From an optimization exercise on the open Yosys and OpenROAD flow, aimed at small area; shortcuts taken in it are not production practice. In this exercise RTL edits were held to simulation tests only and were not proved equivalent to the original. Power is estimated from default activity; no workload was simulated.

==> design/flow/config.mk <==
export PLATFORM = sky130hd
export DESIGN_NAME = sfs
export DESIGN_NICKNAME = sfs
export VERILOG_FILES = /design/flow/design.v
export SDC_FILE = /design/flow/constraint.sdc
export NUM_CORES = 4
export LEC_CHECK = 0
export CAP_MARGIN = 20
export CORE_MARGIN = 2
export CORE_UTILIZATION = 40
export SLEW_MARGIN = 20
export SYNTH_MEMORY_MAX_BITS = 8192
==> design/flow/constraint.sdc <==
create_clock -name core_clock -period 10.0 [get_ports {clk}]
set_input_delay 2.0000 -clock core_clock [delete_from_list [all_inputs] [get_ports {clk}]]
set_output_delay 2.0000 -clock core_clock [all_outputs]
set_load 0.01 [all_outputs]
==> design/flow/design.v <==
module sfs (
    input  wire        clk,
    input  wire        rst,
    input  wire        s_valid,
    input  wire        s_err,
    input  wire [7:0]  s_data,
    output wire        s_ready,
    output wire        m_valid,
    input  wire        m_ready,
    output reg  [31:0] m_seconds_index,
    output reg  [63:0] m_energy_count,
    output reg  [63:0] m_power,
    output reg  [63:0] m_power_l1,
    output reg  [63:0] m_power_l2,
    output reg  [63:0] m_power_l3,
    output reg  [15:0] m_voltage_l1,
    output reg  [15:0] m_voltage_l2,
    output reg  [15:0] m_voltage_l3,
    input  wire [63:0] ts_in,
    output reg  [63:0] m_timestamp,
    output wire        io_error,
    output reg         diag_valid,
    output reg  [1:0]  diag_reason
);
    localparam [2:0] ST_HUNT   = 3'b000;
    localparam [2:0] ST_ACC    = 3'b001;
    localparam [2:0] ST_TRL    = 3'b010;
    localparam [2:0] ST_VAL    = 3'b011;
    localparam [2:0] ST_EMIT   = 3'b100;
    localparam [2:0] ST_FAILED = 3'b101;
    localparam        FRAME_LEN   = 404;
    localparam [8:0]  PAYLOAD_END = 9'd396;
    localparam [8:0]  CRC_LO      = 9'd59;
    localparam [8:0]  CRC_HI      = 9'd365;
    localparam [7:0]  ESC = 8'h1b;
    localparam [7:0]  SOH = 8'h01;
    localparam [1:0]  REASON_END_MARKER = 2'b01;
    localparam [1:0]  REASON_CRC        = 2'b10;
    reg  [2:0] st;
    reg  [2:0] hc;        
    reg  [2:0] run;       
    reg  [8:0] pos;       
    reg  [8:0] vidx;      
    reg [15:0] crc;
    reg  [7:0] fbuf [0:FRAME_LEN-1];
    wire take    = s_valid && s_ready;
    wire take_b  = take && !s_err;
    wire take_e  = take && s_err;
    assign s_ready  = !rst && (st == ST_HUNT || st == ST_ACC || st == ST_TRL);
    assign m_valid  = !rst && (st == ST_EMIT);
    assign io_error = (st == ST_FAILED);
    function [15:0] crc16_byte;
        input [15:0] c_in;
        input [7:0]  b;
        integer k;
        reg [15:0] c;
        begin
            c = c_in ^ {8'h00, b};
            for (k = 0; k < 8; k = k + 1) begin
                if (c[0])
                    c = (c >> 1) ^ 16'h8408;
                else
                    c = c >> 1;
            end
            crc16_byte = c;
        end
    endfunction
    wire [7:0] hunt_pat = (hc < 3'd4) ? ESC : SOH;
    wire        crc_done  = (vidx == CRC_HI);
    wire [15:0] crc_final = crc ^ 16'hffff;
    wire        crc_ok    = ({crc_final[7:0], crc_final[15:8]} == {fbuf[366], fbuf[367]});
    wire        em_ok     = (fbuf[396] == ESC) && (fbuf[397] == ESC) &&
                            (fbuf[398] == ESC) && (fbuf[399] == ESC) &&
                            (fbuf[400] == 8'h1a);
    wire       buf_we = take_b && (st == ST_ACC || st == ST_TRL);
    always @(posedge clk) begin
        if (!rst && buf_we)
            fbuf[pos] <= s_data;
    end
    always @(posedge clk) begin
        if (rst) begin
            st          <= ST_HUNT;
            hc          <= 3'd0;
            run         <= 3'd0;
            pos         <= 9'd0;
            vidx        <= CRC_LO;
            crc         <= 16'hffff;
            diag_valid  <= 1'b0;
            diag_reason <= 2'b00;
        end else begin
            diag_valid  <= 1'b0;
            diag_reason <= 2'b00;
            case (st)
                ST_HUNT: begin
                    if (take_e) begin
                        st <= ST_FAILED;
                    end else if (take_b) begin
                        if (s_data == hunt_pat) begin
                            if (hc == 3'd7) begin
                                hc  <= 3'd0;
                                run <= 3'd0;
                                pos <= 9'd8;
                                st  <= ST_ACC;
                            end else begin
                                hc <= hc + 3'd1;
                            end
                        end else begin
                            hc <= 3'd0;
                        end
                    end
                end
                ST_ACC: begin
                    if (take_e) begin
                        st <= ST_FAILED;
                    end else if (take_b) begin
                        if (s_data == ESC && run == 3'd7) begin
                            pos <= pos - 9'd3;
                            run <= 3'd0;
                        end else begin
                            pos <= pos + 9'd1;
                            run <= (s_data == ESC) ? run + 3'd1 : 3'd0;
                            if (pos == PAYLOAD_END - 9'd1)
                                st <= ST_TRL;
                        end
                    end
                end
                ST_TRL: begin
                    if (take_e) begin
                        st <= ST_FAILED;
                    end else if (take_b) begin
                        pos <= pos + 9'd1;
                        if (pos == FRAME_LEN - 1) begin
                            st   <= ST_VAL;
                            vidx <= CRC_LO;
                            crc  <= 16'hffff;
                        end
                    end
                end
                ST_VAL: begin
                    if (!crc_done) begin
                        crc  <= crc16_byte(crc, fbuf[vidx]);
                        vidx <= vidx + 9'd1;
                    end else if (em_ok && crc_ok) begin
                        st <= ST_EMIT;
                    end else begin
                        diag_valid  <= 1'b1;
                        diag_reason <= em_ok ? REASON_CRC : REASON_END_MARKER;
                        st  <= ST_HUNT;
                        hc  <= 3'd0;
                        run <= 3'd0;
                        pos <= 9'd0;
                    end
                end
                ST_EMIT: begin
                    if (m_ready) begin
                        st  <= ST_HUNT;
                        hc  <= 3'd0;
                        run <= 3'd0;
                        pos <= 9'd0;
                    end
                end
                default: ;  
            endcase
        end
    end
    always @(posedge clk) begin
        if (!rst && st == ST_VAL && crc_done && em_ok && crc_ok) begin
            m_seconds_index <= {fbuf[104], fbuf[105], fbuf[106], fbuf[107]};
            m_energy_count  <= {fbuf[168], fbuf[169], fbuf[170], fbuf[171],
                                fbuf[172], fbuf[173], fbuf[174], fbuf[175]};
            m_power         <= {fbuf[192], fbuf[193], fbuf[194], fbuf[195],
                                fbuf[196], fbuf[197], fbuf[198], fbuf[199]};
            m_power_l1      <= {fbuf[216], fbuf[217], fbuf[218], fbuf[219],
                                fbuf[220], fbuf[221], fbuf[222], fbuf[223]};
            m_power_l2      <= {fbuf[240], fbuf[241], fbuf[242], fbuf[243],
                                fbuf[244], fbuf[245], fbuf[246], fbuf[247]};
            m_power_l3      <= {fbuf[264], fbuf[265], fbuf[266], fbuf[267],
                                fbuf[268], fbuf[269], fbuf[270], fbuf[271]};
            m_voltage_l1    <= {fbuf[288], fbuf[289]};
            m_voltage_l2    <= {fbuf[306], fbuf[307]};
            m_voltage_l3    <= {fbuf[324], fbuf[325]};
            m_timestamp     <= ts_in;
        end
    end
endmodule
==> design/flow/run.sh <==
#!/bin/bash
# synth_recipe.tcl (not shown) runs the flow's synth.tcl, then flattens the netlist and writes it again
# the make line also repeats each setting of config.mk as NAME=value (left out here)
make -C /OpenROAD-flow-scripts/flow DESIGN_CONFIG=/design/flow/config.mk WORK_HOME=/design/flow/orfs CLKGATE_MAP_FILE= SYNTH_SCRIPT=/design/flow/synth_recipe.tcl finish
==> impl_metrics.sql <==
INSERT INTO impl_metrics (metric_group, metric, value, unit) VALUES
('power', 'worst_ir_drop_vdd', '150', 'uV'),
('global_routing', 'grt.total_usage', '24.2', '%'),
('setup_path', 'crit_path_cell_trace', 'clkdlybuf4s50_1 -> buf_4 -> a211oi_1 -> nand3b_1 -> or3_1 -> nor3b_1 -> nand2_1 -> nor2_1', ''),
('finish', 'postLayoutCoreUtil', '46.7', '%'),
('clocking', 'cts.repair.resized', '0', ''),
('setup_path', 'critPathRequiredTime', '10.57', 'ns'),
('sta', 'hold_viol', '0', ''),
('setup_path', 'r2r_end', 'crc[3]', ''),
('floorplanning', 'core_area', '359000', 'um^2'),
('setup_path', 'reg2regPathDepth', '12', ''),
('outcome', 'run_status', 'finished clean', ''),
('synth', 'synthTopCellsByArea', 'sky130_fd_sc_hd__edfxtp_1, sky130_fd_sc_hd__mux4_2, sky130_fd_sc_hd__mux2i_1', ''),
('floorplanning', 'ioPinCount', '547', ''),
('global_routing', 'vias_in_the_first_global_route', '73600', ''),
('synth', 'synth_edf_count', '3728', ''),
('global_routing', 'grt-ovfl-total', '0', ''),
('place', 'dp_cells', '11900', ''),
('setup_path', 'crit_path_max_fanout', '33', ''),
('place', 'input_output_buffers', '546', ''),
('drt', 'drt_iter0_markers', '12400', ''),
('setup_path', 'crit_buf_inv', '2', ''),
('setup_path', 'worstPathArrival', '7.08', 'ns'),
('synth', 'ys_seq_area_share', '78.2', '%'),
('finish', 'layout.cell_area.non_filler', '168000', 'um^2'),
('setup_path', 'crit_path_start', 'rst', ''),
('setup_path', 'slowest_stage', 'sky130_fd_sc_hd__nor3b_1', ''),
('sta', 'max_slew.worst_pin.slew', '1.29', 'ns'),
('clocking', 'cts_inserted_buffers', '383', ''),
('clocking', 'cts_max_path_buffers', '4', ''),
('synth', 'synthesis.instances', '6823', ''),
('sta', 'finalMaxSlewViolations', '0', ''),
('global_routing', 'grt_antenna_before_repair', '37', ''),
('place', 'globalplace.congestion', '0.916', ''),
('finish', 'commonest_cells_after_routing_fill_and_taps_aside', 'sky130_fd_sc_hd__edfxtp_1, sky130_fd_sc_hd__mux4_2, sky130_fd_sc_hd__clkdlybuf4s50_1', ''),
('synth', 'ys_seq_elements', '3783', ''),
('synth', 'syn-mean-instance-area', '21.2', 'um^2'),
('finish', 'instances_no_fill', '12700', ''),
('sta', 'fin_worst_skew', '0.0605', 'ns'),
('finish', 'multi_input_comb_area', '29300', 'um^2'),
('synth', 'synthesis.area', '145000', 'um^2'),
('synth', 'postSynthNetCount', '6910', ''),
('setup_path', 'worstSetupStartpointType', 'primary input', ''),
('clocking', 'post-cts-setup-buffer-count', '0', ''),
('clocking', 'cts.root.buffer_cell', 'sky130_fd_sc_hd__clkbuf_16', ''),
('floorplanning', 'starting_density_of_the_core', '40.2', '%'),
('setup_path', 'crit_end', 'fbuf[179][2]', ''),
('clocking', 'tritoncts', 'yes', ''),
('finish', 'layout-area-overhead-vs-synth', '16.2', '%'),
('finish', 'final.fill_count', '29400', ''),
('floorplanning', 'die_area', '366000', 'um^2'),
('clocking', 'cts_num_sinks', '3783', ''),
('sta', 'timing.final.setup_violations', '0', ''),
('power', 'power.leakage', '0.0536', 'uW'),
('drt', 'vias_per_cell', '6.02', ''),
('power', 'power-per-cell-area', '190', 'nW/um^2'),
('run', 'maxCapViolCount', '0', ''),
('synth', 'top_cell_type_s_share_of_synthesized_area', '77.4', '%'),
('global_routing', 'maximum_number_of_pins_on_one_net_before_global_route_repair', '171', ''),
('clocking', 'worstSkewPairLatency', '0.97', 'ns'),
('min_path', 'timing.hold.worst.class', 'register to register', ''),
('setup_path', 'cp_top_family', 'simple AND/OR/NAND/NOR gates', ''),
('synth', 'synth_top_flop_cell', 'sky130_fd_sc_hd__edfxtp_1', ''),
('finish', 'seq_area', '113000', 'um^2'),
('clocking', 'hold_buffers', '0', ''),
('synth', 'synthesis.yosys.warnings', '1', ''),
('place', 'place_area', '156000', 'um^2'),
('drt', 'routed_wl', '451000', 'um'),
('setup_path', 'critical-path-max-stage-delay', '0.94', 'ns'),
('global_routing', 'grt_first_pass_wirelength', '617000', 'um'),
('place', 'hpwl', '285000', 'um'),
('sta', 'clock.fmax', '154', 'MHz');
## Yosys cell counts, drive strengths merged, types with 16 or more instances
master,count
mux2i,215
buf,244
o211ai,18
a22oi,148
mux2,17
a31oi,29
nand3,68
a221oi,18
and3,17
dfxtp,55
edfxtp,3728
nand2b,22
a21oi,95
clkbuf,138
xnor2,25
inv,16
nor4,23
mux4,788
nand2,248
a211oi,22
nand4,27
o22ai,35
o21ai,41
nor2b,36
nor2,490
nor3,46
## worst reg2reg max path: stages, from the launching register on
cell                      delay [ns]
sky130_fd_sc_hd__dfxtp_4        0.94
sky130_fd_sc_hd__buf_4          0.71
sky130_fd_sc_hd__buf_12         0.55
sky130_fd_sc_hd__mux4_2         0.71
sky130_fd_sc_hd__mux2i_1        0.74
sky130_fd_sc_hd__a21oi_1        0.20
sky130_fd_sc_hd__nand3_1        0.20
sky130_fd_sc_hd__nand4_1        0.15
sky130_fd_sc_hd__xor2_1         0.18
sky130_fd_sc_hd__o22ai_1        0.70
sky130_fd_sc_hd__nor2_1         0.19
sky130_fd_sc_hd__xor3_1         0.43
sky130_fd_sc_hd__o21ai_1        0.06
## power by group
group / switching (uW) / internal (uW) / total [uW]
sequential: 0.457 / 17400 / 17400
combinational: 304 / 47.1 / 351
clock: 6110 / 8120 / 14200
total: 6410 / 25500 / 32000
## registers in the layout, indices dropped and copies added, names as in the netlist, named ones only
signal and cells:
vidx 9, m_voltage_l2 16, m_voltage_l3 16, m_seconds_index 32, run 3, m_power_l1 64, diag_reason 2, fbuf 3264
m_energy_count 64, m_power_l3 64, st 3, hc 3, m_timestamp 64, pos 9, m_power 64, m_voltage_l1 16
diag_valid 1, m_power_l2 64, crc 16
## cell families after synthesis
group / synth area share [%]
DFF: 78.2
and+or+nand+nor: 3.26
muxes: 14.0
AOI/OAI and AO/OA: 2.55
buffers and inverters: 1.66
xor gates and xnor gates: 0.278
adders and majority gates: 0.0866
## metal layers
layer	global-route usage, %	up-vias	wire length [um]
met5	0	-	146
met4	8.87	18	18400
met3	5.70	782	53500
met2	36.9	5630	205000
met1	33.9	40000	174000
li1	-	29800	-
## cell type report
| cell class | count | share of cell area (%) |
|---|---|---|
| Multi-Input combinational cell | 2641 | 17.4 |
| Antenna cell | 14 | 0.0209 |
| Sequential cell | 3783 | 67.3 |
| Clock buffer | 467 | 5.98 |
| Clock inverter | 232 | 1.36 |
| Tap cell | 4773 | 3.56 |
| Timing Repair Buffer | 730 | 4.29 |
| Inverter | 17 | 0.0417 |
## how the worst min path moves through the flow
stage | start | endpoint | depth (start not counted)
detailed placement | fbuf[223][0] | m_power_l1[0] | 0
finish | fbuf[288][4] | m_voltage_l1[12] | 0
floorplan | fbuf[173][7] | m_energy_count[23] | 0
global route | fbuf[288][4] | m_voltage_l1[12] | 0
CTS | fbuf[288][4] | m_voltage_l1[12] | 0
global placement | fbuf[174][0] | m_energy_count[8] | 0
## stage by stage
step                total power [uW]   TNS, ns  hold WS, ns  setup WS [ns]
global placement               18100         0        0.430           2.58
finish                         32000         0        0.405           3.49
global route                   32700         0        0.437           3.29
detailed placement             18100         0        0.432           2.55
CTS                            32100         0        0.403           3.52
floorplan                      17700  -1623.51        0.417          -3.50

## re-timing with driven ports
How much do the figures lean on ideal ports? The routed layout below was timed once more, with nothing changed but the port constraints.
Step 1 (the two cells are an assumption about what drives the block):
set clk [get_ports {clk}]
set_driving_cell -lib_cell sky130_fd_sc_hd__clkbuf_16 $clk
set_driving_cell -lib_cell sky130_fd_sc_hd__buf_2 [delete_from_list [all_inputs] $clk]
Step 2 also shifts input and output timing later by t, the mid clock arrival at the registers, as if the neighbouring blocks saw the same clock.
a / b / c = ideal ports / drivers / drivers and shift; a / b = the first two.
t, ns: 1.034
setup WS [ns]: 3.493 / 3.571 / 2.537
clock arrival spread, ns: 0.077 / 0.078
slew at the worst register clock pin (ns): 0.07 / 0.07
pins driven straight from the clock port: 1
After both steps this run still meets setup and hold. The setup slack of this run moves by +0.078 ns with the drivers and by -0.956 ns with both steps.
